Context: an optimization exercise on an open-source flow, tuned for small area, a short achievable clock period and few clock cycles. The choices shown serve that exercise and are no tape-out recipe.
Function was checked by simulation only, so behaviour that the tests miss may differ from the original.

`flow/design.v`:
```
module wb_estimator (
    input  wire        clk,
    input  wire        rst,
    input  wire        start,
    input  wire [15:0] cfg_width,
    input  wire [15:0] cfg_height,
    input  wire [15:0] cfg_n,        
    input  wire [15:0] cfg_m,        
    input  wire [31:0] cfg_seed,
    output wire        busy,
    output reg         req_valid,
    input  wire        req_ready,
    output reg  [15:0] req_x,
    output reg  [15:0] req_y,
    input  wire        rsp_valid,
    input  wire [9:0]  rsp_r,
    input  wire [9:0]  rsp_g,
    input  wire [9:0]  rsp_b,
    output reg         done,
    output reg  [1:0]  status,       
    output reg  [31:0] gain_r,
    output reg  [31:0] gain_g,
    output reg  [31:0] gain_b,
    output wire [31:0] seed_out
);
    localparam ST_OK       = 2'd0;
    localparam ST_GUARDED  = 2'd1;
    localparam ST_REJECTED = 2'd2;
    localparam P_RUN  = 2'd0;        
    localparam P_SQ   = 2'd1;        
    localparam P_SQRT = 2'd2;        
    localparam P_DIV  = 2'd3;        
    reg         busy_i;              
    reg         busy_o;              
    assign busy = busy_o;
    reg         gen_on;              
    reg         v_val;               
    reg         acc;                 
    reg         last;                
    reg         first;               
    reg         sk_valid;            
    reg  [14:0] sk_x, sk_y;          
    wire        adv  = !sk_valid;    
    wire        ofree = !req_valid || req_ready;
    reg  [1:0]  phase;
    reg  [4:0]  step;
    wire        step_end_sq = step == 5'd25;
    wire        step_end_dv = step == 5'd16;
    reg  [15:0] dim_x, dim_y;        
    reg  [15:0] n_cfg;
    wire        cfg_rej  = dim_x[15:2] == 14'd0 && dim_x[1:0] != 2'd3 ||
                           dim_y[15:2] == 14'd0 && dim_y[1:0] != 2'd3;
    wire        cfg_zero = n_cfg == 16'd0 || gm == 16'd0;
    wire        cfg_bad  = first && (cfg_rej || cfg_zero);
    wire        go      = !busy_i && start;
    function [15:0] dec16(input [15:0] x);   
        integer i;
        reg b;
        begin
            b = 1'b1;
            for (i = 0; i < 16; i = i + 1) begin
                dec16[i] = x[i] ^ b;
                b = b & ~x[i];
            end
        end
    endfunction
    function [25:0] acc26(input [25:0] t, input [9:0] m);   
        integer i;
        reg c;
        begin
            c = 1'b0;
            for (i = 0; i < 10; i = i + 1) begin
                acc26[i] = t[i] ^ m[i] ^ c;
                c = t[i] & m[i] | c & (t[i] ^ m[i]);
            end
            for (i = 10; i < 26; i = i + 1) begin
                acc26[i] = t[i] ^ c;
                c = c & t[i];
            end
        end
    endfunction
    reg  [31:0] seed;
    reg  [31:0] seed_o;              
    assign seed_out = seed_o;
    wire [30:0] seed1;               
    wire [31:0] seed2;               
    wb_lcg2 u_lcg (.s(seed), .seed1(seed1), .seed2(seed2));
    reg  [15:0] gn, gm;              
    localparam [14:0] CUTS = 15'b001_0101_0100_1000;
    localparam NP = 5;               
    reg  [NP-1:0] pv;                
    wire [30*NP-1:0] cutq;           
    reg  [30*NP-1:0] fin_next;       
    wire        fin_mode;            
    wire        fin_en;
    function integer cut_index(input integer j);
        integer i;
        begin
            cut_index = 0;
            for (i = 0; i < j; i = i + 1) if (CUTS[i]) cut_index = cut_index + 1;
        end
    endfunction
    reg  [14:0] vx, vy;
    wire [14:0] hzx, hzy;
    wire [14:0] wx [0:15];
    wire [14:0] wy [0:15];
    assign wx[0] = vx;
    assign wy[0] = vy;
    genvar j;
    generate
        for (j = 0; j < 15; j = j + 1) begin : g_mod
            assign hzx[j] = dim_x[15:j+1] == 0;
            assign hzy[j] = dim_y[15:j+1] == 0;
            wire [j:0]   tx = wx[j][14:14-j];
            wire [j:0]   ty = wy[j][14:14-j];
            wire [j+1:0] dx = {1'b0, tx} - {1'b0, dim_x[j:0]};
            wire [j+1:0] dy = {1'b0, ty} - {1'b0, dim_y[j:0]};
            wire         gx = hzx[j] && !dx[j+1];
            wire         gy = hzy[j] && !dy[j+1];
            wire [14:0]  ox, oy;
            if (j == 14) begin : g_last
                assign ox = gx ? dx[j:0] : tx;
                assign oy = gy ? dy[j:0] : ty;
            end else begin : g_mid
                assign ox = {gx ? dx[j:0] : tx, wx[j][13-j:0]};
                assign oy = {gy ? dy[j:0] : ty, wy[j][13-j:0]};
            end
            if (CUTS[j]) begin : g_cut
                localparam integer CI = cut_index(j);
                reg [14:0] rx, ry;
                always @(posedge clk)
                    if (fin_mode) begin
                        if (fin_en) begin
                            rx <= fin_next[30*CI +: 15];
                            ry <= fin_next[30*CI+15 +: 15];
                        end
                    end else if (adv) begin
                        rx <= ox;
                        ry <= oy;
                    end
                assign cutq[30*CI +: 15]    = rx;
                assign cutq[30*CI+15 +: 15] = ry;
                assign wx[j+1] = rx;
                assign wy[j+1] = ry;
            end else begin : g_pass
                assign wx[j+1] = ox;
                assign wy[j+1] = oy;
            end
        end
    endgenerate
    reg  [15:0] rn, rm;              
    reg         rfirst;              
    reg  [9:0]  mx_r, mx_g, mx_b;
    reg  [25:0] tot_r, tot_g, tot_b;
    wire [9:0]  cur_r = (rfirst || rsp_r > mx_r) ? rsp_r : mx_r;
    wire [9:0]  cur_g = (rfirst || rsp_g > mx_g) ? rsp_g : mx_g;
    wire [9:0]  cur_b = (rfirst || rsp_b > mx_b) ? rsp_b : mx_b;
    wire        rsp_end = rn == 16'd1;
    wire [25:0] nt_r = acc26(tot_r, mx_r);
    wire [25:0] nt_g = acc26(tot_g, mx_g);
    wire [25:0] nt_b = acc26(tot_b, mx_b);
    wire [53:0] sreg = cutq[53:0];     
    wire [28:0] sr   = cutq[88:60];    
    wire [25:0] tq   = cutq[115:90];   
    wire        sat_r = cutq[116], sat_g = cutq[117], sat_b = cutq[118];
    wire [25:0] rem_r = cutq[145:120];
    wire [25:0] sq_a = gain_r[0] ? tot_r : 26'd0;
    wire [25:0] sq_b = gain_g[0] ? tot_g : 26'd0;
    wire [25:0] sq_c = gain_b[0] ? tot_b : 26'd0;
    wire [27:0] sq_p  = sreg[53:26];
    wire [27:0] sq_s1 = sq_p ^ {2'd0, sq_a} ^ {2'd0, sq_b};
    wire [28:0] sq_c1 = {sq_p & {2'd0, sq_a} | sq_p & {2'd0, sq_b} | {2'd0, sq_a & sq_b}, 1'b0};
    wire [28:0] sq_s2 = {1'b0, sq_s1} ^ sq_c1 ^ {3'd0, sq_c};
    wire [28:0] sq_c2 = {sq_s1[27:0] & sq_c1[27:0] | sq_s1[27:0] & {2'd0, sq_c} | sq_c1[27:0] & {2'd0, sq_c}, 1'b0};
    wire [28:0] sq_sum;
    wire        sq_co;
    wb_add #(29) u_sq (.a(sq_s2), .b(sq_c2), .ci(1'b0), .s(sq_sum), .co(sq_co));
    wire [53:0] sq_next = {sq_sum, sreg[25:1]};
    wire [30:0] rt_cur = {sr, sreg[51:50]};
    wire [32:0] rt_x   = {2'b00, rt_cur};
    wire [32:0] rt_y   = ~{5'd0, tq, 2'b11};
    wire [32:0] rt_z   = ~{4'd0, tq, 3'b000};
    wire [32:0] rt_s   = rt_x ^ rt_y ^ rt_z;
    wire [32:0] rt_c   = {rt_x[31:0] & rt_y[31:0] | rt_x[31:0] & rt_z[31:0] | rt_y[31:0] & rt_z[31:0], 1'b1};
    wire [32:0] rt_dif;
    wire        rt_co;
    wb_add #(33) u_rt (.a(rt_s), .b(rt_c), .ci(1'b1), .s(rt_dif), .co(rt_co));
    wire        rt_ge  = !rt_dif[32];
    wire [25:0] t_fin  = {tq[24:0], rt_ge};
    wire [25:0] rem_g = {gm[9:0], gn};
    wire [25:0] rem_b = {rm[9:0], rn};
    wire        dbit = tq[0];          
    wire [26:0] dr_r = {rem_r, dbit};
    wire [26:0] dr_g = {rem_g, dbit};
    wire [26:0] dr_b = {rem_b, dbit};
    wire        div_on = busy_i && (phase == P_SQRT && step != 5'd0 || phase == P_DIV);
    wire        sat_on = phase == P_SQRT && step != 5'd0 && step <= 5'd10;
    wire [26:0] df_r, df_g, df_b;
    wire        q_r, q_g, q_b;       
    wb_add #(27) u_dr (.a(dr_r), .b(~{1'b0, tot_r}), .ci(1'b1), .s(df_r), .co(q_r));
    wb_add #(27) u_dg (.a(dr_g), .b(~{1'b0, tot_g}), .ci(1'b1), .s(df_g), .co(q_g));
    wb_add #(27) u_db (.a(dr_b), .b(~{1'b0, tot_b}), .ci(1'b1), .s(df_b), .co(q_b));
    wire [25:0] nr_r = q_r ? df_r[25:0] : dr_r[25:0];
    wire [25:0] nr_g = q_g ? df_g[25:0] : dr_g[25:0];
    wire [25:0] nr_b = q_b ? df_b[25:0] : dr_b[25:0];
    wire        any_zero = tot_r == 26'd0 || tot_g == 26'd0 || tot_b == 26'd0;
    wire        sq0_zero = busy_i && phase == P_SQ && step == 5'd0 && any_zero;
    wire        run_end  = phase == P_RUN && acc && last;
    assign fin_mode = phase != P_RUN || run_end;
    assign fin_en   = busy_i;
    always @(*) begin
        fin_next = cutq;
        case (phase)
            P_RUN: fin_next[53:0] = 54'd0;
            P_SQ: begin
                fin_next[53:0] = sq_next;
                if (step_end_sq) begin
                    fin_next[88:60]   = {27'd0, sq_next[53:52]};
                    fin_next[115:90]  = 26'd0;
                    fin_next[118:116] = 3'd0;
                    fin_next[145:120] = 26'd0;
                end
            end
            P_SQRT: begin
                fin_next[53:0]   = sreg << 2;
                fin_next[88:60]  = rt_ge ? rt_dif[28:0] : rt_cur[28:0];
                fin_next[115:90] = t_fin;
                if (step != 5'd0) fin_next[145:120] = nr_r;
                if (sat_on) fin_next[118:116] = {sat_b | q_b, sat_g | q_g, sat_r | q_r};
            end
            default: begin  
                fin_next[115:90]  = tq << 1;
                fin_next[145:120] = nr_r;
            end
        endcase
    end
    always @(posedge clk) begin
        if (rst) begin
            busy_i    <= 1'b0;
            busy_o    <= 1'b0;
            done      <= 1'b0;
            req_valid <= 1'b0;
            sk_valid  <= 1'b0;
            gen_on    <= 1'b0;
            v_val     <= 1'b0;
            pv        <= {NP{1'b0}};
            acc       <= 1'b0;
            last      <= 1'b0;
            first     <= 1'b0;
        end else begin
            done  <= 1'b0;
            first <= go;
            if (go) begin
                busy_i <= 1'b1;
                busy_o <= 1'b1;
                gen_on <= 1'b1;
            end
            if (cfg_bad || sq0_zero ||
                busy_i && phase == P_DIV && step_end_dv) begin
                busy_i <= 1'b0; busy_o <= 1'b0;
                done <= 1'b1;
            end
            if (ofree) begin
                req_valid <= sk_valid || pv[NP-1];
                sk_valid  <= 1'b0;
            end else if (!sk_valid && pv[NP-1]) begin
                sk_valid  <= 1'b1;
            end
            if (adv) begin
                pv        <= {pv[NP-2:0], v_val};
                v_val     <= gen_on && !cfg_bad;
                if (gen_on && gn == 16'd1 && gm == 16'd1) gen_on <= 1'b0;
            end
            if (cfg_bad) begin
                gen_on    <= 1'b0;
            end
            acc <= rsp_valid && rsp_end;
            if (rsp_valid && rsp_end && rm == 16'd1) last <= 1'b1;
            if (run_end) last <= 1'b0;
        end
    end
    always @(posedge clk) begin
        if (!busy_i) begin
            seed_o   <= cfg_seed;
            dim_x    <= cfg_width;
            dim_y    <= cfg_height;
            n_cfg    <= cfg_n;
            gn       <= cfg_n;
            gm       <= cfg_m;
            rn       <= cfg_n;
            rm       <= cfg_m;
            seed     <= cfg_seed;
            rfirst   <= 1'b1;
        end
        if (first) begin
            dim_x <= {dec16({1'b0, dim_x[15:1]}), dim_x[0]};
            dim_y <= {dec16({1'b0, dim_y[15:1]}), dim_y[0]};
        end
        if (ofree) begin
            req_x <= {1'b0, sk_valid ? sk_x : wx[15]} + 16'd1;
            req_y <= {1'b0, sk_valid ? sk_y : wy[15]} + 16'd1;
        end else if (!sk_valid) begin
            sk_x <= wx[15];
            sk_y <= wy[15];
        end
        if (adv) begin
            if (gen_on) begin
                vx     <= seed1[30:16];
                vy     <= seed2[30:16];
                seed   <= seed2;
                if (!cfg_bad) seed_o <= seed2;
                if (gn == 16'd1) begin
                    gn <= n_cfg;
                    gm <= dec16(gm);
                end else begin
                    gn <= dec16(gn);
                end
            end
        end
        if (busy_i && phase == P_SQ && step_end_sq) begin
            gn <= 16'd0;
            gm <= 16'd0;
            rn <= 16'd0;
            rm <= 16'd0;
        end
        if (div_on) begin
            {gm[9:0], gn} <= nr_g;
            {rm[9:0], rn} <= nr_b;
        end
        if (rsp_valid) begin
            mx_r <= cur_r;
            mx_g <= cur_g;
            mx_b <= cur_b;
            rfirst <= rsp_end;
            if (rsp_end) begin
                rn <= n_cfg;
                rm <= dec16(rm);
            end else begin
                rn <= dec16(rn);
            end
        end
    end
    always @(posedge clk) begin
        if (!busy_i) begin
            phase <= P_RUN;
            tot_r <= 26'd0;
            tot_g <= 26'd0;
            tot_b <= 26'd0;
        end
        if (first) begin
            if (cfg_rej) begin
                status <= ST_REJECTED;
                gain_r <= 32'd0;
                gain_g <= 32'd0;
                gain_b <= 32'd0;
            end else begin
                status <= ST_GUARDED;
                gain_r <= 32'd65536;
                gain_g <= 32'd65536;
                gain_b <= 32'd65536;
            end
        end
        if (busy_i) case (phase)
            P_RUN: begin
                if (acc) begin
                    tot_r <= nt_r;
                    tot_g <= nt_g;
                    tot_b <= nt_b;
                end
                if (run_end) begin
                    phase  <= P_SQ;
                    step   <= 5'd0;
                    gain_r <= {6'd0, nt_r};
                    gain_g <= {6'd0, nt_g};
                    gain_b <= {6'd0, nt_b};
                end
            end
            P_SQ: begin
                gain_r <= gain_r >> 1;
                gain_g <= gain_g >> 1;
                gain_b <= gain_b >> 1;
                step   <= step + 5'd1;
                if (step_end_sq) begin
                    phase <= P_SQRT;
                    step  <= 5'd0;
                end
                if (sq0_zero) begin
                    gain_r <= 32'd65536;
                    gain_g <= 32'd65536;
                    gain_b <= 32'd65536;
                end
            end
            P_SQRT: begin
                if (step != 5'd0) begin
                    gain_r <= {gain_r[30:0], q_r | sat_r};
                    gain_g <= {gain_g[30:0], q_g | sat_g};
                    gain_b <= {gain_b[30:0], q_b | sat_b};
                end
                step <= step + 5'd1;
                if (step_end_sq) begin
                    phase <= P_DIV;
                    step  <= 5'd0;
                end
            end
            P_DIV: begin
                gain_r <= {gain_r[30:0], q_r | sat_r};
                gain_g <= {gain_g[30:0], q_g | sat_g};
                gain_b <= {gain_b[30:0], q_b | sat_b};
                step   <= step + 5'd1;
                if (step_end_dv) status <= ST_OK;
            end
        endcase
    end
endmodule
module wb_add #(parameter W = 32) (input [W-1:0] a, input [W-1:0] b, input ci, output [W-1:0] s, output co);
    function integer lg2(input integer n);   
        integer k;
        begin
            lg2 = 0;
            for (k = 1; k < n; k = k * 2) lg2 = lg2 + 1;
        end
    endfunction
    localparam L = lg2(W + 1);
    wire [W:0] g0, p0;
    assign g0[0] = ci; assign p0[0] = 1'b0;
    assign g0[W:1] = a & b; assign p0[W:1] = a ^ b;
    wire [W:0] g [0:2*L];
    wire [W:0] p [0:2*L];
    assign g[0] = g0; assign p[0] = p0;
    genvar l, i;
    generate
        for (l = 0; l < L; l = l + 1) begin : up
            for (i = 0; i <= W; i = i + 1) begin : b
                if (((i + 1) % (2 << l)) == 0) begin : n
                    assign g[l+1][i] = g[l][i] | p[l][i] & g[l][i - (1 << l)];
                    assign p[l+1][i] = p[l][i] & p[l][i - (1 << l)];
                end else begin : w
                    assign g[l+1][i] = g[l][i]; assign p[l+1][i] = p[l][i];
                end
            end
        end
        for (l = L - 1; l >= 1; l = l - 1) begin : dn
            for (i = 0; i <= W; i = i + 1) begin : b
                if (((i + 1) % (1 << l)) == (1 << (l - 1)) && i >= (1 << l)) begin : n
                    assign g[2*L-l][i] = g[2*L-l-1][i] | p[2*L-l-1][i] & g[2*L-l-1][i - (1 << (l - 1))];
                    assign p[2*L-l][i] = p[2*L-l-1][i] & p[2*L-l-1][i - (1 << (l - 1))];
                end else begin : w
                    assign g[2*L-l][i] = g[2*L-l-1][i]; assign p[2*L-l][i] = p[2*L-l-1][i];
                end
            end
        end
    endgenerate
    wire [W:0] gc = g[2*L-1];    
    assign s = p0[W:1] ^ gc[W-1:0];
    assign co = gc[W];
endmodule
module wb_lcg2 (
    input  wire [31:0] s,
    output wire [30:0] seed1,    
    output wire [31:0] seed2     
);
    wire [31:0] m7 = {s[28:0], 3'd0} - s;
    wire hs1 = s[19] ^ ~s[17];
    wire hc2 = s[19] & ~s[17];
    wire hs3 = s[20] ^ ~s[18];
    wire hc4 = s[20] & ~s[18];
    wire hs5 = s[21] ^ ~s[19];
    wire hc6 = s[21] & ~s[19];
    wire hs7 = s[22] ^ ~s[20];
    wire hc8 = s[22] & ~s[20];
    wire hs9 = s[23] ^ ~s[21];
    wire hc10 = s[23] & ~s[21];
    wire hs11 = s[24] ^ ~s[22];
    wire hc12 = s[24] & ~s[22];
    wire fs13 = s[25] ^ ~s[23] ^ s[0];
    wire fc14 = s[25] & ~s[23] | s[0] & (s[25] ^ ~s[23]);
    wire fs15 = s[26] ^ ~s[24] ^ s[1];
    wire fc16 = s[26] & ~s[24] | s[1] & (s[26] ^ ~s[24]);
    wire fs17 = s[27] ^ ~s[25] ^ s[2];
    wire fc18 = s[27] & ~s[25] | s[2] & (s[27] ^ ~s[25]);
    wire fs19 = s[28] ^ ~s[26] ^ s[3];
    wire fc20 = s[28] & ~s[26] | s[3] & (s[28] ^ ~s[26]);
    wire fs21 = s[29] ^ ~s[27] ^ s[4];
    wire fc22 = s[29] & ~s[27] | s[4] & (s[29] ^ ~s[27]);
    wire fs23 = s[30] ^ ~s[28] ^ s[5];
    wire fc24 = s[30] & ~s[28] | s[5] & (s[30] ^ ~s[28]);
    wire hs25 = s[0] ^ m7[26];
    wire hc26 = s[0] & m7[26];
    wire hs27 = s[12] ^ ~s[10];
    wire hc28 = s[12] & ~s[10];
    wire fs29 = s[13] ^ ~s[11] ^ 1'b1;
    wire fc30 = s[13] & ~s[11] | 1'b1 & (s[13] ^ ~s[11]);
    wire fs31 = s[14] ^ ~s[12] ^ 1'b1;
    wire fc32 = s[14] & ~s[12] | 1'b1 & (s[14] ^ ~s[12]);
    wire hs33 = m7[10] ^ m7[5];
    wire hc34 = m7[10] & m7[5];
    wire fs35 = s[15] ^ ~s[13] ^ m7[11];
    wire fc36 = s[15] & ~s[13] | m7[11] & (s[15] ^ ~s[13]);
    wire hs37 = m7[6] ^ ~m7[1];
    wire hc38 = m7[6] & ~m7[1];
    wire fs39 = s[16] ^ ~s[14] ^ m7[12];
    wire fc40 = s[16] & ~s[14] | m7[12] & (s[16] ^ ~s[14]);
    wire hs41 = m7[7] ^ ~m7[2];
    wire hc42 = m7[7] & ~m7[2];
    wire fs43 = s[17] ^ ~s[15] ^ m7[13];
    wire fc44 = s[17] & ~s[15] | m7[13] & (s[17] ^ ~s[15]);
    wire hs45 = m7[8] ^ ~m7[3];
    wire hc46 = m7[8] & ~m7[3];
    wire fs47 = s[18] ^ ~s[16] ^ m7[14];
    wire fc48 = s[18] & ~s[16] | m7[14] & (s[18] ^ ~s[16]);
    wire hs49 = m7[9] ^ ~m7[4];
    wire hc50 = m7[9] & ~m7[4];
    wire fs51 = 1'b1 ^ m7[15] ^ m7[10];
    wire fc52 = 1'b1 & m7[15] | m7[10] & (1'b1 ^ m7[15]);
    wire fs53 = ~m7[5] ^ ~m7[0] ^ hs1;
    wire fc54 = ~m7[5] & ~m7[0] | hs1 & (~m7[5] ^ ~m7[0]);
    wire fs55 = m7[16] ^ m7[11] ^ ~m7[6];
    wire fc56 = m7[16] & m7[11] | ~m7[6] & (m7[16] ^ m7[11]);
    wire fs57 = ~m7[1] ^ hs3 ^ hc2;
    wire fc58 = ~m7[1] & hs3 | hc2 & (~m7[1] ^ hs3);
    wire fs59 = m7[17] ^ m7[12] ^ ~m7[7];
    wire fc60 = m7[17] & m7[12] | ~m7[7] & (m7[17] ^ m7[12]);
    wire fs61 = ~m7[2] ^ hs5 ^ hc4;
    wire fc62 = ~m7[2] & hs5 | hc4 & (~m7[2] ^ hs5);
    wire fs63 = m7[18] ^ m7[13] ^ ~m7[8];
    wire fc64 = m7[18] & m7[13] | ~m7[8] & (m7[18] ^ m7[13]);
    wire fs65 = ~m7[3] ^ hs7 ^ hc6;
    wire fc66 = ~m7[3] & hs7 | hc6 & (~m7[3] ^ hs7);
    wire fs67 = m7[19] ^ m7[14] ^ ~m7[9];
    wire fc68 = m7[19] & m7[14] | ~m7[9] & (m7[19] ^ m7[14]);
    wire fs69 = ~m7[4] ^ hs9 ^ hc8;
    wire fc70 = ~m7[4] & hs9 | hc8 & (~m7[4] ^ hs9);
    wire fs71 = m7[20] ^ m7[15] ^ ~m7[10];
    wire fc72 = m7[20] & m7[15] | ~m7[10] & (m7[20] ^ m7[15]);
    wire fs73 = ~m7[5] ^ hs11 ^ hc10;
    wire fc74 = ~m7[5] & hs11 | hc10 & (~m7[5] ^ hs11);
    wire fs75 = m7[21] ^ m7[16] ^ ~m7[11];
    wire fc76 = m7[21] & m7[16] | ~m7[11] & (m7[21] ^ m7[16]);
    wire fs77 = ~m7[6] ^ fs13 ^ hc12;
    wire fc78 = ~m7[6] & fs13 | hc12 & (~m7[6] ^ fs13);
    wire fs79 = m7[22] ^ m7[17] ^ ~m7[12];
    wire fc80 = m7[22] & m7[17] | ~m7[12] & (m7[22] ^ m7[17]);
    wire fs81 = ~m7[7] ^ fs15 ^ fc14;
    wire fc82 = ~m7[7] & fs15 | fc14 & (~m7[7] ^ fs15);
    wire fs83 = m7[23] ^ m7[18] ^ ~m7[13];
    wire fc84 = m7[23] & m7[18] | ~m7[13] & (m7[23] ^ m7[18]);
    wire fs85 = ~m7[8] ^ fs17 ^ fc16;
    wire fc86 = ~m7[8] & fs17 | fc16 & (~m7[8] ^ fs17);
    wire fs87 = m7[24] ^ m7[19] ^ ~m7[14];
    wire fc88 = m7[24] & m7[19] | ~m7[14] & (m7[24] ^ m7[19]);
    wire fs89 = ~m7[9] ^ fs19 ^ fc18;
    wire fc90 = ~m7[9] & fs19 | fc18 & (~m7[9] ^ fs19);
    wire fs91 = m7[25] ^ m7[20] ^ ~m7[15];
    wire fc92 = m7[25] & m7[20] | ~m7[15] & (m7[25] ^ m7[20]);
    wire fs93 = ~m7[10] ^ fs21 ^ fc20;
    wire fc94 = ~m7[10] & fs21 | fc20 & (~m7[10] ^ fs21);
    wire fs95 = m7[21] ^ ~m7[16] ^ ~m7[11];
    wire fc96 = m7[21] & ~m7[16] | ~m7[11] & (m7[21] ^ ~m7[16]);
    wire fs97 = fs23 ^ hs25 ^ fc22;
    wire fc98 = fs23 & hs25 | fc22 & (fs23 ^ hs25);
    wire hs99 = s[4] ^ ~s[2];
    wire hc100 = s[4] & ~s[2];
    wire fs101 = s[5] ^ ~s[3] ^ 1'b1;
    wire fc102 = s[5] & ~s[3] | 1'b1 & (s[5] ^ ~s[3]);
    wire hs103 = s[6] ^ ~s[4];
    wire hc104 = s[6] & ~s[4];
    wire hs105 = s[7] ^ ~s[5];
    wire hc106 = s[7] & ~s[5];
    wire hs107 = s[8] ^ ~s[6];
    wire hc108 = s[8] & ~s[6];
    wire fs109 = s[9] ^ ~s[7] ^ m7[5];
    wire fc110 = s[9] & ~s[7] | m7[5] & (s[9] ^ ~s[7]);
    wire fs111 = s[10] ^ ~s[8] ^ m7[6];
    wire fc112 = s[10] & ~s[8] | m7[6] & (s[10] ^ ~s[8]);
    wire fs113 = s[11] ^ ~s[9] ^ m7[7];
    wire fc114 = s[11] & ~s[9] | m7[7] & (s[11] ^ ~s[9]);
    wire fs115 = 1'b1 ^ m7[8] ^ m7[3];
    wire fc116 = 1'b1 & m7[8] | m7[3] & (1'b1 ^ m7[8]);
    wire fs117 = m7[9] ^ m7[4] ^ fs29;
    wire fc118 = m7[9] & m7[4] | fs29 & (m7[9] ^ m7[4]);
    wire fs119 = ~m7[0] ^ fs31 ^ hs33;
    wire fc120 = ~m7[0] & fs31 | hs33 & (~m7[0] ^ fs31);
    wire fs121 = fs35 ^ hs37 ^ fc32;
    wire fc122 = fs35 & hs37 | fc32 & (fs35 ^ hs37);
    wire fs123 = fs39 ^ hs41 ^ fc36;
    wire fc124 = fs39 & hs41 | fc36 & (fs39 ^ hs41);
    wire fs125 = fs43 ^ hs45 ^ fc40;
    wire fc126 = fs43 & hs45 | fc40 & (fs43 ^ hs45);
    wire fs127 = fs47 ^ hs49 ^ fc44;
    wire fc128 = fs47 & hs49 | fc44 & (fs47 ^ hs49);
    wire fs129 = fs51 ^ fs53 ^ fc48;
    wire fc130 = fs51 & fs53 | fc48 & (fs51 ^ fs53);
    wire fs131 = fs55 ^ fs57 ^ fc52;
    wire fc132 = fs55 & fs57 | fc52 & (fs55 ^ fs57);
    wire fs133 = fs59 ^ fs61 ^ fc56;
    wire fc134 = fs59 & fs61 | fc56 & (fs59 ^ fs61);
    wire fs135 = fs63 ^ fs65 ^ fc60;
    wire fc136 = fs63 & fs65 | fc60 & (fs63 ^ fs65);
    wire fs137 = fs67 ^ fs69 ^ fc64;
    wire fc138 = fs67 & fs69 | fc64 & (fs67 ^ fs69);
    wire fs139 = fs71 ^ fs73 ^ fc68;
    wire fc140 = fs71 & fs73 | fc68 & (fs71 ^ fs73);
    wire fs141 = fs75 ^ fs77 ^ fc72;
    wire fc142 = fs75 & fs77 | fc72 & (fs75 ^ fs77);
    wire fs143 = fs79 ^ fs81 ^ fc76;
    wire fc144 = fs79 & fs81 | fc76 & (fs79 ^ fs81);
    wire fs145 = fs83 ^ fs85 ^ fc80;
    wire fc146 = fs83 & fs85 | fc80 & (fs83 ^ fs85);
    wire fs147 = fs87 ^ fs89 ^ fc84;
    wire fc148 = fs87 & fs89 | fc84 & (fs87 ^ fs89);
    wire fs149 = fs91 ^ fs93 ^ fc88;
    wire fc150 = fs91 & fs93 | fc88 & (fs91 ^ fs93);
    wire fs151 = fs95 ^ fs97 ^ fc92;
    wire fc152 = fs95 & fs97 | fc92 & (fs95 ^ fs97);
    wire hs153 = s[2] ^ ~s[0];
    wire hc154 = s[2] & ~s[0];
    wire fs155 = s[3] ^ ~s[1] ^ 1'b1;
    wire fc156 = s[3] & ~s[1] | 1'b1 & (s[3] ^ ~s[1]);
    wire fs157 = 1'b1 ^ m7[0] ^ hs99;
    wire fc158 = 1'b1 & m7[0] | hs99 & (1'b1 ^ m7[0]);
    wire fs159 = m7[1] ^ fs101 ^ hc100;
    wire fc160 = m7[1] & fs101 | hc100 & (m7[1] ^ fs101);
    wire fs161 = m7[2] ^ hs103 ^ fc102;
    wire fc162 = m7[2] & hs103 | fc102 & (m7[2] ^ hs103);
    wire fs163 = m7[3] ^ hs105 ^ hc104;
    wire fc164 = m7[3] & hs105 | hc104 & (m7[3] ^ hs105);
    wire fs165 = m7[4] ^ hs107 ^ hc106;
    wire fc166 = m7[4] & hs107 | hc106 & (m7[4] ^ hs107);
    wire fs167 = m7[0] ^ fs109 ^ hc108;
    wire fc168 = m7[0] & fs109 | hc108 & (m7[0] ^ fs109);
    wire fs169 = m7[1] ^ fs111 ^ fc110;
    wire fc170 = m7[1] & fs111 | fc110 & (m7[1] ^ fs111);
    wire fs171 = m7[2] ^ fs113 ^ fc112;
    wire fc172 = m7[2] & fs113 | fc112 & (m7[2] ^ fs113);
    wire fs173 = hs27 ^ fs115 ^ fc114;
    wire fc174 = hs27 & fs115 | fc114 & (hs27 ^ fs115);
    wire fs175 = hc28 ^ fs117 ^ fc116;
    wire fc176 = hc28 & fs117 | fc116 & (hc28 ^ fs117);
    wire fs177 = fc30 ^ fs119 ^ fc118;
    wire fc178 = fc30 & fs119 | fc118 & (fc30 ^ fs119);
    wire fs179 = hc34 ^ fs121 ^ fc120;
    wire fc180 = hc34 & fs121 | fc120 & (hc34 ^ fs121);
    wire fs181 = hc38 ^ fs123 ^ fc122;
    wire fc182 = hc38 & fs123 | fc122 & (hc38 ^ fs123);
    wire fs183 = hc42 ^ fs125 ^ fc124;
    wire fc184 = hc42 & fs125 | fc124 & (hc42 ^ fs125);
    wire fs185 = hc46 ^ fs127 ^ fc126;
    wire fc186 = hc46 & fs127 | fc126 & (hc46 ^ fs127);
    wire fs187 = hc50 ^ fs129 ^ fc128;
    wire fc188 = hc50 & fs129 | fc128 & (hc50 ^ fs129);
    wire fs189 = fc54 ^ fs131 ^ fc130;
    wire fc190 = fc54 & fs131 | fc130 & (fc54 ^ fs131);
    wire fs191 = fc58 ^ fs133 ^ fc132;
    wire fc192 = fc58 & fs133 | fc132 & (fc58 ^ fs133);
    wire fs193 = fc62 ^ fs135 ^ fc134;
    wire fc194 = fc62 & fs135 | fc134 & (fc62 ^ fs135);
    wire fs195 = fc66 ^ fs137 ^ fc136;
    wire fc196 = fc66 & fs137 | fc136 & (fc66 ^ fs137);
    wire fs197 = fc70 ^ fs139 ^ fc138;
    wire fc198 = fc70 & fs139 | fc138 & (fc70 ^ fs139);
    wire fs199 = fc74 ^ fs141 ^ fc140;
    wire fc200 = fc74 & fs141 | fc140 & (fc74 ^ fs141);
    wire fs201 = fc78 ^ fs143 ^ fc142;
    wire fc202 = fc78 & fs143 | fc142 & (fc78 ^ fs143);
    wire fs203 = fc82 ^ fs145 ^ fc144;
    wire fc204 = fc82 & fs145 | fc144 & (fc82 ^ fs145);
    wire fs205 = fc86 ^ fs147 ^ fc146;
    wire fc206 = fc86 & fs147 | fc146 & (fc86 ^ fs147);
    wire fs207 = fc90 ^ fs149 ^ fc148;
    wire fc208 = fc90 & fs149 | fc148 & (fc90 ^ fs149);
    wire fs209 = fc94 ^ fs151 ^ fc150;
    wire fc210 = fc94 & fs151 | fc150 & (fc94 ^ fs151);
    wire [30:0] seed1_a = {fs209 , fs207 , fs205 , fs203 , fs201 , fs199 , fs197 , fs195 , fs193 , fs191 , fs189 , fs187 , fs185 , fs183 , fs181 , fs179 , fs177 , fs175 , fs173 , fs171 , fs169 , fs167 , fs165 , fs163 , fs161 , fs159 , fs157 , fs155 , 1'b1 , s[1] , s[0]};
    wire [30:0] seed1_b = {fc208 , fc206 , fc204 , fc202 , fc200 , fc198 , fc196 , fc194 , fc192 , fc190 , fc188 , fc186 , fc184 , fc182 , fc180 , fc178 , fc176 , fc174 , fc172 , fc170 , fc168 , fc166 , fc164 , fc162 , fc160 , fc158 , fc156 , hc154 , hs153 , 1'b0 , 1'b1};
    assign seed1 = seed1_a + seed1_b;
    wire hs211 = ~s[9] ^ s[3];
    wire hc212 = ~s[9] & s[3];
    wire fs213 = ~s[10] ^ s[4] ^ s[2];
    wire fc214 = ~s[10] & s[4] | s[2] & (~s[10] ^ s[4]);
    wire fs215 = ~s[11] ^ s[5] ^ s[3];
    wire fc216 = ~s[11] & s[5] | s[3] & (~s[11] ^ s[5]);
    wire fs217 = ~s[12] ^ s[6] ^ s[4];
    wire fc218 = ~s[12] & s[6] | s[4] & (~s[12] ^ s[6]);
    wire hs219 = 1'b1 ^ ~m7[21];
    wire hc220 = 1'b1 & ~m7[21];
    wire fs221 = ~s[13] ^ s[7] ^ s[5];
    wire fc222 = ~s[13] & s[7] | s[5] & (~s[13] ^ s[7]);
    wire fs223 = 1'b1 ^ ~m7[22] ^ m7[18];
    wire fc224 = 1'b1 & ~m7[22] | m7[18] & (1'b1 ^ ~m7[22]);
    wire fs225 = ~s[14] ^ s[8] ^ s[6];
    wire fc226 = ~s[14] & s[8] | s[6] & (~s[14] ^ s[8]);
    wire fs227 = 1'b1 ^ ~m7[23] ^ m7[19];
    wire fc228 = 1'b1 & ~m7[23] | m7[19] & (1'b1 ^ ~m7[23]);
    wire hs229 = m7[13] ^ ~m7[2];
    wire hc230 = m7[13] & ~m7[2];
    wire fs231 = ~s[15] ^ s[9] ^ s[7];
    wire fc232 = ~s[15] & s[9] | s[7] & (~s[15] ^ s[9]);
    wire fs233 = 1'b1 ^ ~m7[24] ^ m7[20];
    wire fc234 = 1'b1 & ~m7[24] | m7[20] & (1'b1 ^ ~m7[24]);
    wire fs235 = m7[14] ^ ~m7[3] ^ m7[1];
    wire fc236 = m7[14] & ~m7[3] | m7[1] & (m7[14] ^ ~m7[3]);
    wire fs237 = ~s[16] ^ s[10] ^ s[8];
    wire fc238 = ~s[16] & s[10] | s[8] & (~s[16] ^ s[10]);
    wire fs239 = 1'b1 ^ ~m7[25] ^ m7[21];
    wire fc240 = 1'b1 & ~m7[25] | m7[21] & (1'b1 ^ ~m7[25]);
    wire fs241 = m7[15] ^ ~m7[4] ^ m7[2];
    wire fc242 = m7[15] & ~m7[4] | m7[2] & (m7[15] ^ ~m7[4]);
    wire fs243 = ~s[17] ^ s[11] ^ s[9];
    wire fc244 = ~s[17] & s[11] | s[9] & (~s[17] ^ s[11]);
    wire fs245 = ~m7[26] ^ m7[22] ^ m7[16];
    wire fc246 = ~m7[26] & m7[22] | m7[16] & (~m7[26] ^ m7[22]);
    wire hs247 = ~m7[5] ^ m7[3];
    wire hc248 = ~m7[5] & m7[3];
    wire fs249 = ~s[18] ^ s[12] ^ s[10];
    wire fc250 = ~s[18] & s[12] | s[10] & (~s[18] ^ s[12]);
    wire fs251 = ~m7[27] ^ m7[23] ^ m7[17];
    wire fc252 = ~m7[27] & m7[23] | m7[17] & (~m7[27] ^ m7[23]);
    wire hs253 = ~m7[6] ^ m7[4];
    wire hc254 = ~m7[6] & m7[4];
    wire fs255 = ~s[19] ^ s[13] ^ s[11];
    wire fc256 = ~s[19] & s[13] | s[11] & (~s[19] ^ s[13]);
    wire fs257 = 1'b1 ^ ~m7[28] ^ m7[24];
    wire fc258 = 1'b1 & ~m7[28] | m7[24] & (1'b1 ^ ~m7[28]);
    wire fs259 = m7[18] ^ ~m7[7] ^ m7[5];
    wire fc260 = m7[18] & ~m7[7] | m7[5] & (m7[18] ^ ~m7[7]);
    wire fs261 = ~s[20] ^ s[14] ^ s[12];
    wire fc262 = ~s[20] & s[14] | s[12] & (~s[20] ^ s[14]);
    wire fs263 = ~m7[29] ^ m7[25] ^ m7[19];
    wire fc264 = ~m7[29] & m7[25] | m7[19] & (~m7[29] ^ m7[25]);
    wire hs265 = ~m7[8] ^ m7[6];
    wire hc266 = ~m7[8] & m7[6];
    wire fs267 = ~s[21] ^ s[15] ^ s[13];
    wire fc268 = ~s[21] & s[15] | s[13] & (~s[21] ^ s[15]);
    wire fs269 = ~s[0] ^ ~m7[30] ^ m7[26];
    wire fc270 = ~s[0] & ~m7[30] | m7[26] & (~s[0] ^ ~m7[30]);
    wire fs271 = m7[20] ^ ~m7[9] ^ m7[7];
    wire fc272 = m7[20] & ~m7[9] | m7[7] & (m7[20] ^ ~m7[9]);
    wire fs273 = ~s[22] ^ s[16] ^ s[14];
    wire fc274 = ~s[22] & s[16] | s[14] & (~s[22] ^ s[16]);
    wire fs275 = ~s[1] ^ ~m7[31] ^ m7[27];
    wire fc276 = ~s[1] & ~m7[31] | m7[27] & (~s[1] ^ ~m7[31]);
    wire fs277 = m7[21] ^ ~m7[10] ^ m7[8];
    wire fc278 = m7[21] & ~m7[10] | m7[8] & (m7[21] ^ ~m7[10]);
    wire hs279 = ~s[2] ^ 1'b1;
    wire hc280 = ~s[2] & 1'b1;
    wire fs281 = ~s[3] ^ 1'b1 ^ ~m7[12];
    wire fc282 = ~s[3] & 1'b1 | ~m7[12] & (~s[3] ^ 1'b1);
    wire hs283 = ~s[4] ^ ~m7[13];
    wire hc284 = ~s[4] & ~m7[13];
    wire hs285 = ~s[5] ^ ~m7[14];
    wire hc286 = ~s[5] & ~m7[14];
    wire fs287 = ~s[6] ^ s[0] ^ ~m7[15];
    wire fc288 = ~s[6] & s[0] | ~m7[15] & (~s[6] ^ s[0]);
    wire fs289 = ~s[7] ^ s[1] ^ ~m7[16];
    wire fc290 = ~s[7] & s[1] | ~m7[16] & (~s[7] ^ s[1]);
    wire fs291 = ~s[8] ^ s[2] ^ s[0];
    wire fc292 = ~s[8] & s[2] | s[0] & (~s[8] ^ s[2]);
    wire hs293 = ~m7[17] ^ m7[13];
    wire hc294 = ~m7[17] & m7[13];
    wire fs295 = s[1] ^ 1'b1 ^ ~m7[18];
    wire fc296 = s[1] & 1'b1 | ~m7[18] & (s[1] ^ 1'b1);
    wire fs297 = m7[14] ^ m7[8] ^ hs211;
    wire fc298 = m7[14] & m7[8] | hs211 & (m7[14] ^ m7[8]);
    wire fs299 = 1'b1 ^ ~m7[19] ^ m7[15];
    wire fc300 = 1'b1 & ~m7[19] | m7[15] & (1'b1 ^ ~m7[19]);
    wire fs301 = m7[9] ^ fs213 ^ hc212;
    wire fc302 = m7[9] & fs213 | hc212 & (m7[9] ^ fs213);
    wire fs303 = 1'b1 ^ ~m7[20] ^ m7[16];
    wire fc304 = 1'b1 & ~m7[20] | m7[16] & (1'b1 ^ ~m7[20]);
    wire fs305 = m7[10] ^ fs215 ^ fc214;
    wire fc306 = m7[10] & fs215 | fc214 & (m7[10] ^ fs215);
    wire fs307 = m7[17] ^ m7[11] ^ ~m7[0];
    wire fc308 = m7[17] & m7[11] | ~m7[0] & (m7[17] ^ m7[11]);
    wire fs309 = fs217 ^ hs219 ^ fc216;
    wire fc310 = fs217 & hs219 | fc216 & (fs217 ^ hs219);
    wire fs311 = m7[12] ^ ~m7[1] ^ fs221;
    wire fc312 = m7[12] & ~m7[1] | fs221 & (m7[12] ^ ~m7[1]);
    wire fs313 = fs223 ^ fc218 ^ hc220;
    wire fc314 = fs223 & fc218 | hc220 & (fs223 ^ fc218);
    wire fs315 = m7[0] ^ fs225 ^ fs227;
    wire fc316 = m7[0] & fs225 | fs227 & (m7[0] ^ fs225);
    wire fs317 = hs229 ^ fc222 ^ fc224;
    wire fc318 = hs229 & fc222 | fc224 & (hs229 ^ fc222);
    wire fs319 = fs231 ^ fs233 ^ fs235;
    wire fc320 = fs231 & fs233 | fs235 & (fs231 ^ fs233);
    wire fs321 = fc226 ^ fc228 ^ hc230;
    wire fc322 = fc226 & fc228 | hc230 & (fc226 ^ fc228);
    wire fs323 = fs237 ^ fs239 ^ fs241;
    wire fc324 = fs237 & fs239 | fs241 & (fs237 ^ fs239);
    wire fs325 = fc232 ^ fc234 ^ fc236;
    wire fc326 = fc232 & fc234 | fc236 & (fc232 ^ fc234);
    wire fs327 = fs243 ^ fs245 ^ hs247;
    wire fc328 = fs243 & fs245 | hs247 & (fs243 ^ fs245);
    wire fs329 = fc238 ^ fc240 ^ fc242;
    wire fc330 = fc238 & fc240 | fc242 & (fc238 ^ fc240);
    wire fs331 = fs249 ^ fs251 ^ hs253;
    wire fc332 = fs249 & fs251 | hs253 & (fs249 ^ fs251);
    wire fs333 = fc244 ^ fc246 ^ hc248;
    wire fc334 = fc244 & fc246 | hc248 & (fc244 ^ fc246);
    wire fs335 = fs255 ^ fs257 ^ fs259;
    wire fc336 = fs255 & fs257 | fs259 & (fs255 ^ fs257);
    wire fs337 = fc250 ^ fc252 ^ hc254;
    wire fc338 = fc250 & fc252 | hc254 & (fc250 ^ fc252);
    wire fs339 = fs261 ^ fs263 ^ hs265;
    wire fc340 = fs261 & fs263 | hs265 & (fs261 ^ fs263);
    wire fs341 = fc256 ^ fc258 ^ fc260;
    wire fc342 = fc256 & fc258 | fc260 & (fc256 ^ fc258);
    wire fs343 = fs267 ^ fs269 ^ fs271;
    wire fc344 = fs267 & fs269 | fs271 & (fs267 ^ fs269);
    wire fs345 = fc262 ^ fc264 ^ hc266;
    wire fc346 = fc262 & fc264 | hc266 & (fc262 ^ fc264);
    wire fs347 = fs273 ^ fs275 ^ fs277;
    wire fc348 = fs273 & fs275 | fs277 & (fs273 ^ fs275);
    wire fs349 = fc268 ^ fc270 ^ fc272;
    wire fc350 = fc268 & fc270 | fc272 & (fc268 ^ fc270);
    wire hs351 = ~s[1] ^ ~m7[10];
    wire hc352 = ~s[1] & ~m7[10];
    wire fs353 = ~m7[11] ^ m7[7] ^ m7[1];
    wire fc354 = ~m7[11] & m7[7] | m7[1] & (~m7[11] ^ m7[7]);
    wire fs355 = m7[8] ^ m7[2] ^ fs281;
    wire fc356 = m7[8] & m7[2] | fs281 & (m7[8] ^ m7[2]);
    wire fs357 = m7[9] ^ m7[3] ^ hs283;
    wire fc358 = m7[9] & m7[3] | hs283 & (m7[9] ^ m7[3]);
    wire fs359 = m7[10] ^ m7[4] ^ hs285;
    wire fc360 = m7[10] & m7[4] | hs285 & (m7[10] ^ m7[4]);
    wire fs361 = m7[11] ^ m7[5] ^ fs287;
    wire fc362 = m7[11] & m7[5] | fs287 & (m7[11] ^ m7[5]);
    wire fs363 = m7[12] ^ m7[6] ^ fs289;
    wire fc364 = m7[12] & m7[6] | fs289 & (m7[12] ^ m7[6]);
    wire fs365 = m7[7] ^ fs291 ^ hs293;
    wire fc366 = m7[7] & fs291 | hs293 & (m7[7] ^ fs291);
    wire fs367 = fs295 ^ fs297 ^ fc292;
    wire fc368 = fs295 & fs297 | fc292 & (fs295 ^ fs297);
    wire fs369 = fs299 ^ fs301 ^ fc296;
    wire fc370 = fs299 & fs301 | fc296 & (fs299 ^ fs301);
    wire fs371 = fs303 ^ fs305 ^ fc300;
    wire fc372 = fs303 & fs305 | fc300 & (fs303 ^ fs305);
    wire fs373 = fs307 ^ fs309 ^ fc304;
    wire fc374 = fs307 & fs309 | fc304 & (fs307 ^ fs309);
    wire fs375 = fs311 ^ fs313 ^ fc308;
    wire fc376 = fs311 & fs313 | fc308 & (fs311 ^ fs313);
    wire fs377 = fs315 ^ fs317 ^ fc312;
    wire fc378 = fs315 & fs317 | fc312 & (fs315 ^ fs317);
    wire fs379 = fs319 ^ fs321 ^ fc316;
    wire fc380 = fs319 & fs321 | fc316 & (fs319 ^ fs321);
    wire fs381 = fs323 ^ fs325 ^ fc320;
    wire fc382 = fs323 & fs325 | fc320 & (fs323 ^ fs325);
    wire fs383 = fs327 ^ fs329 ^ fc324;
    wire fc384 = fs327 & fs329 | fc324 & (fs327 ^ fs329);
    wire fs385 = fs331 ^ fs333 ^ fc328;
    wire fc386 = fs331 & fs333 | fc328 & (fs331 ^ fs333);
    wire fs387 = fs335 ^ fs337 ^ fc332;
    wire fc388 = fs335 & fs337 | fc332 & (fs335 ^ fs337);
    wire fs389 = fs339 ^ fs341 ^ fc336;
    wire fc390 = fs339 & fs341 | fc336 & (fs339 ^ fs341);
    wire fs391 = fs343 ^ fs345 ^ fc340;
    wire fc392 = fs343 & fs345 | fc340 & (fs343 ^ fs345);
    wire fs393 = fs347 ^ fs349 ^ fc344;
    wire fc394 = fs347 & fs349 | fc344 & (fs347 ^ fs349);
    wire hs395 = 1'b1 ^ ~m7[4];
    wire hc396 = 1'b1 & ~m7[4];
    wire fs397 = 1'b1 ^ ~m7[5] ^ m7[1];
    wire fc398 = 1'b1 & ~m7[5] | m7[1] & (1'b1 ^ ~m7[5]);
    wire fs399 = 1'b1 ^ ~m7[6] ^ m7[2];
    wire fc400 = 1'b1 & ~m7[6] | m7[2] & (1'b1 ^ ~m7[6]);
    wire hs401 = ~m7[7] ^ m7[3];
    wire hc402 = ~m7[7] & m7[3];
    wire hs403 = ~m7[8] ^ m7[4];
    wire hc404 = ~m7[8] & m7[4];
    wire fs405 = ~s[0] ^ ~m7[9] ^ m7[5];
    wire fc406 = ~s[0] & ~m7[9] | m7[5] & (~s[0] ^ ~m7[9]);
    wire fs407 = m7[6] ^ m7[0] ^ hs351;
    wire fc408 = m7[6] & m7[0] | hs351 & (m7[6] ^ m7[0]);
    wire fs409 = hs279 ^ fs353 ^ hc352;
    wire fc410 = hs279 & fs353 | hc352 & (hs279 ^ fs353);
    wire fs411 = hc280 ^ fs355 ^ fc354;
    wire fc412 = hc280 & fs355 | fc354 & (hc280 ^ fs355);
    wire fs413 = fc282 ^ fs357 ^ fc356;
    wire fc414 = fc282 & fs357 | fc356 & (fc282 ^ fs357);
    wire fs415 = hc284 ^ fs359 ^ fc358;
    wire fc416 = hc284 & fs359 | fc358 & (hc284 ^ fs359);
    wire fs417 = hc286 ^ fs361 ^ fc360;
    wire fc418 = hc286 & fs361 | fc360 & (hc286 ^ fs361);
    wire fs419 = fc288 ^ fs363 ^ fc362;
    wire fc420 = fc288 & fs363 | fc362 & (fc288 ^ fs363);
    wire fs421 = fc290 ^ fs365 ^ fc364;
    wire fc422 = fc290 & fs365 | fc364 & (fc290 ^ fs365);
    wire fs423 = hc294 ^ fs367 ^ fc366;
    wire fc424 = hc294 & fs367 | fc366 & (hc294 ^ fs367);
    wire fs425 = fc298 ^ fs369 ^ fc368;
    wire fc426 = fc298 & fs369 | fc368 & (fc298 ^ fs369);
    wire fs427 = fc302 ^ fs371 ^ fc370;
    wire fc428 = fc302 & fs371 | fc370 & (fc302 ^ fs371);
    wire fs429 = fc306 ^ fs373 ^ fc372;
    wire fc430 = fc306 & fs373 | fc372 & (fc306 ^ fs373);
    wire fs431 = fc310 ^ fs375 ^ fc374;
    wire fc432 = fc310 & fs375 | fc374 & (fc310 ^ fs375);
    wire fs433 = fc314 ^ fs377 ^ fc376;
    wire fc434 = fc314 & fs377 | fc376 & (fc314 ^ fs377);
    wire fs435 = fc318 ^ fs379 ^ fc378;
    wire fc436 = fc318 & fs379 | fc378 & (fc318 ^ fs379);
    wire fs437 = fc322 ^ fs381 ^ fc380;
    wire fc438 = fc322 & fs381 | fc380 & (fc322 ^ fs381);
    wire fs439 = fc326 ^ fs383 ^ fc382;
    wire fc440 = fc326 & fs383 | fc382 & (fc326 ^ fs383);
    wire fs441 = fc330 ^ fs385 ^ fc384;
    wire fc442 = fc330 & fs385 | fc384 & (fc330 ^ fs385);
    wire fs443 = fc334 ^ fs387 ^ fc386;
    wire fc444 = fc334 & fs387 | fc386 & (fc334 ^ fs387);
    wire fs445 = fc338 ^ fs389 ^ fc388;
    wire fc446 = fc338 & fs389 | fc388 & (fc338 ^ fs389);
    wire fs447 = fc342 ^ fs391 ^ fc390;
    wire fc448 = fc342 & fs391 | fc390 & (fc342 ^ fs391);
    wire fs449 = fc346 ^ fs393 ^ fc392;
    wire fc450 = fc346 & fs393 | fc392 & (fc346 ^ fs393);
    wire [31:0] seed2_a = {fs449 , fs447 , fs445 , fs443 , fs441 , fs439 , fs437 , fs435 , fs433 , fs431 , fs429 , fs427 , fs425 , fs423 , fs421 , fs419 , fs417 , fs415 , fs413 , fs411 , fs409 , fs407 , fs405 , hs403 , hs401 , fs399 , fs397 , m7[0] , 1'b1 , 1'b1 , 1'b1 , 1'b1};
    wire [31:0] seed2_b = {fc448 , fc446 , fc444 , fc442 , fc440 , fc438 , fc436 , fc434 , fc432 , fc430 , fc428 , fc426 , fc424 , fc422 , fc420 , fc418 , fc416 , fc414 , fc412 , fc410 , fc408 , fc406 , hc404 , hc402 , fc400 , fc398 , hc396 , hs395 , ~m7[3] , ~m7[2] , ~m7[1] , ~m7[0]};
    assign seed2 = seed2_a + seed2_b;
endmodule
```
`flow/run.sh`:
```
#!/bin/bash
# synth_recipe.tcl (not shown) runs the flow's synth.tcl, then flattens the netlist and writes it again
# the make line also repeats each setting of config.mk as NAME=value (left out here)
make -C /OpenROAD-flow-scripts/flow DESIGN_CONFIG=/design/flow/config.mk WORK_HOME=/design/flow/orfs CLKGATE_MAP_FILE= SYNTH_SCRIPT=/design/flow/synth_recipe.tcl finish
```
`flow/config.mk`:
```
export PLATFORM = sky130hd
export DESIGN_NAME = wb_estimator
export DESIGN_NICKNAME = wb_estimator
export VERILOG_FILES = /design/flow/design.v
export SDC_FILE = /design/flow/constraint.sdc
export NUM_CORES = 4
export LEC_CHECK = 0
export CAP_MARGIN = 20
export CORE_MARGIN = 2
export CORE_UTILIZATION = 60
export SLEW_MARGIN = 20
```
`flow/constraint.sdc`:
```
create_clock -name core_clock -period 30.0 [get_ports {clk}]
set_input_delay 6.0000 -clock core_clock [delete_from_list [all_inputs] [get_ports {clk}]]
set_output_delay 6.0000 -clock core_clock [all_outputs]
set_load 0.01 [all_outputs]
```
==> flow_metrics.tcl <==
set metrics [dict create \
    ant_nets 0 \
    path_clk_slew_ns 0.06 \
    drc 0 \
    synthTopCellsByCount "inv_1 (750), ha_1 (682), a21oi_1 (541)" \
    cts_buffers 78 \
    clock_latency_ns 0.67 \
    rr_worst_depth 25 \
    cts_root_buf "clkbuf_16" \
    max_freq_mhz 120 \
    dpl_worst_slack_ns 21.29 \
    cts_sinks 646 \
    drv_slew 0 \
    synthFlopType "edfxtp_1" \
    setup_viol 0 \
    worstSetupStartpointType "flop" \
    h-tree-depth 3 \
    ios 296 \
    cp.required_ns 30.42 \
    fin_crit_sh_pct 27.8 \
    status "timing/DRC/antenna clean" \
    wire_per_inst_um 24.0 \
    syn_avg_cell_area_um2 9.04 \
    synthTopCellsByArea "edfxtp_1 (17%), ha_1 (14%), fa_1 (12%), dfxtp_1 (10%), inv_1 (4.6%)" \
    rsz0062_at_grt "false" \
    synth_most_common_cell "inv_1" \
    die_area_um2 104000 \
    postSynthCellCount 6711 \
    synth_edf_count 343 \
    min_period_ns 8.34 \
    skew_ns 0.0280 \
    yosys.area.top_type "edfxtp_1" \
    critPathMaxFanout 10 \
    dpl.hpwl_mm 154 \
    dr.pass1.iters 9 \
    wl_mm 198 \
    ys_async_sr_fraction_pct 0 \
    cts_setup_buffers 0 \
    nets 8069 \
    placed_area_um2 65000 \
    hold_buffers 0 \
    std_cell_rows 116 \
    fp.dieH_um 322 \
    min_path_type "reg2reg" \
    vias 52400 \
    vias_per_cell 6.34 \
    tritoncts "yes" \
    ys_warn_count 4 \
    finalHoldViolCount 0 \
    timing.hold.ws_ns 0.455 \
    synth_top_area_share_pct 17.0 \
    grt-ovfl-total 0 \
    arrival_ns 8.76 \
    worstSetupEndpointType "flop" \
    grt_start_max_net_pins 95 \
    grt_util_all_layers_pct 37.9 \
    die_w_um 322 \
    critPathKind "reg2reg" \
    setup_tns_ns 0 \
    fin_util_pct 67.5 \
    finalNonFillerCells 8263 \
    core-area_um2 100000 \
    port_buffers 295 \
    grt_pass1_vias 50900 \
    yosysSeqAreaShare_pct 27.0 \
    initial_utilization_pct 60.6 \
    cts_max_path_buffers 3 \
    timing.final.ws_setup_ns 21.66 \
    drive_gt1_share_pct 5.40 \
    ys_ff_latch 646 \
    antenna_found_initial 2 \
    drt_iter0_markers 5121 \
    syn_area_um2 60700 \
    grt_pass1_wl_mm 302 \
    worst_slew_pin_slew_ns 1.12 \
    relSlewSlack_pct 25.4 \
    areaGrowthSynthToFinish_pct 11.4 \
    synth_fp_nets 7881 \
    final.fill_count 8260 \
    dp.cells 8117 \
    drv_cap 0 \
    hold_path_depth 2 \
    ys_types 97 \
    fin_area_um2 67600 \
    cts.repair.resized 0 \
    routabilityCongestion 0.998 \
]
## registers in the layout, summed over array words and instances (netlist names), 26 cells and up
name / cells
gain_r: 32
g_mod.g_cut.rx: 75
tot_b: 26
tot_r: 26
g_mod.g_cut.ry: 75
tot_g: 26
seed: 32
gain_g: 32
gain_b: 32
seed_o: 32
## layer usage
metal / part of all wire (%) / vias to the layer above / track usage (%)
met5: 0.0061 / - / 0
met4: 6.2 / 2 / 20.0
met3: 8.2 / 517 / 6.77
met2: 45 / 2362 / 60.3
met1: 41 / 25200 / 49.2
li1: - / 24300 / -
## placed cells by master (no fill, tap or decap), types with 23 or more instances in the layout
cell type        synthesis  routed
a22oi_1                 32      32
nor2b_1                122     121
nand2_1                517     515
a222oi_1                45      45
buf_4                    4      88
a211oi_1                91      89
o31ai_1                 25      23
ha_1                   682     682
o21ai_0                410     409
o21a_1                  62      62
fa_1                   357     357
clkdlybuf4s50_1          0     295
nor2_1                 431     424
nor4_1                  48      47
a221oi_1                69      69
and2_1                 100      97
nand3_1                 82      82
mux2i_1                155     155
xnor2_1                195     195
o311ai_0                43      43
a21oi_1                541     538
a31oi_1                 27      27
edfxtp_1               343     343
nand2b_1                43      42
and3_1                  30      29
a21boi_0                40      40
a221o_1                 44      44
o211ai_1                70      70
mux2_2                  70      70
xor2_1                 124     124
nor3_1                  92      91
or3_1                   27      27
nand4_1                 38      38
a21o_1                 156     156
clkbuf_16                0      85
dfxtp_1                303     301
inv_1                  750     747
o22ai_1                 47      46
or2_2                   24      24
## cell families (layout without fill, tap and decap cells)
logic type / after synthesis / in the layout / synth area share [%]
compound gates: 1845 / 1845 / 19.7
mux: 227 / 227 / 3.91
xor+xnor: 320 / 320 / 4.64
fa+ha+maj: 1039 / 1039 / 25.9
simple gates: 1608 / 1608 / 12.5
flops: 646 / 646 / 27.0
buf+inv: 1026 / 1279 / 6.41
other cells: 0 / 1 / 0
## critical path, stage by stage (launching register included)
cell and delay, ns:
dfxtp_1 0.58, inv_1 0.18, ha_1 0.49, or4b_1 0.49
a211oi_1 0.40, o21ai_0 0.11, nor2b_1 0.17, nor2_1 0.10
a211oi_1 0.08, xnor2_1 0.49, inv_1 0.28, ha_1 0.34
inv_1 0.05, fa_1 0.53, inv_1 0.06, fa_1 0.48
ha_1 0.37, nand2_1 0.14, o21ai_0 0.15, nor4b_1 0.85
o21ai_0 0.44, a31o_2 0.37, a2111oi_0 0.43, nor3_1 0.11
xnor2_1 0.31, inv_1 0.07
## worst paths after layout
check               start  endpoint  slack [ns]
setup / recovery  seed[3]     vy[7]       21.66
hold reg to reg    rm[15]    rm[15]        0.46
setup reg to reg  seed[3]     vy[7]       21.66
hold / removal     rm[15]    rm[15]        0.46
## area by class of cell
cell class                 instances  area (um2)  area share [%]
clock inverter                    37         262           0.387
inverter                         751        2820            4.18
sequential                       646       16400            24.2
clock buffer                     108        2290            3.39
timing repair buffer             383        3610            5.35
antenna                            1        2.50         0.00370
tap                             1298        1620            2.40
multi-input combinational       5039       40600            60.1
Testbench counts, summed over its fixed seeds: cycles 25,406.

port drivers added, routing unchanged:
No port has a modelled driver above. Below, the same layout with a new extraction and two added sets of constraints. Step 1: set_driving_cell puts a clkbuf_16 on clk and a buf_2 on each other input, an assumption about the parent block. Step 2 adds t to the input delays and takes it off the output delays; t is the mean of the earliest and latest rising clock arrival at the registers after step 1. Input paths then give back, and output paths get back, about the clock's delay inside the block. Three values: ideal, step 1, step 2; two values: the first two.
t, ns: 0.727
setup slack, ns: 21.656 / 21.645 / 21.226
hold WS [ns]: 0.455 / 0.455 / 0.455
worst register clock-pin slew, ns: 0.07 / 0.07
worst data-port slew with drivers (ns): 0.10
After both steps this run still meets setup and hold. For this run, drivers alone change the setup slack by -0.011 ns; drivers and shift together by -0.430 ns.
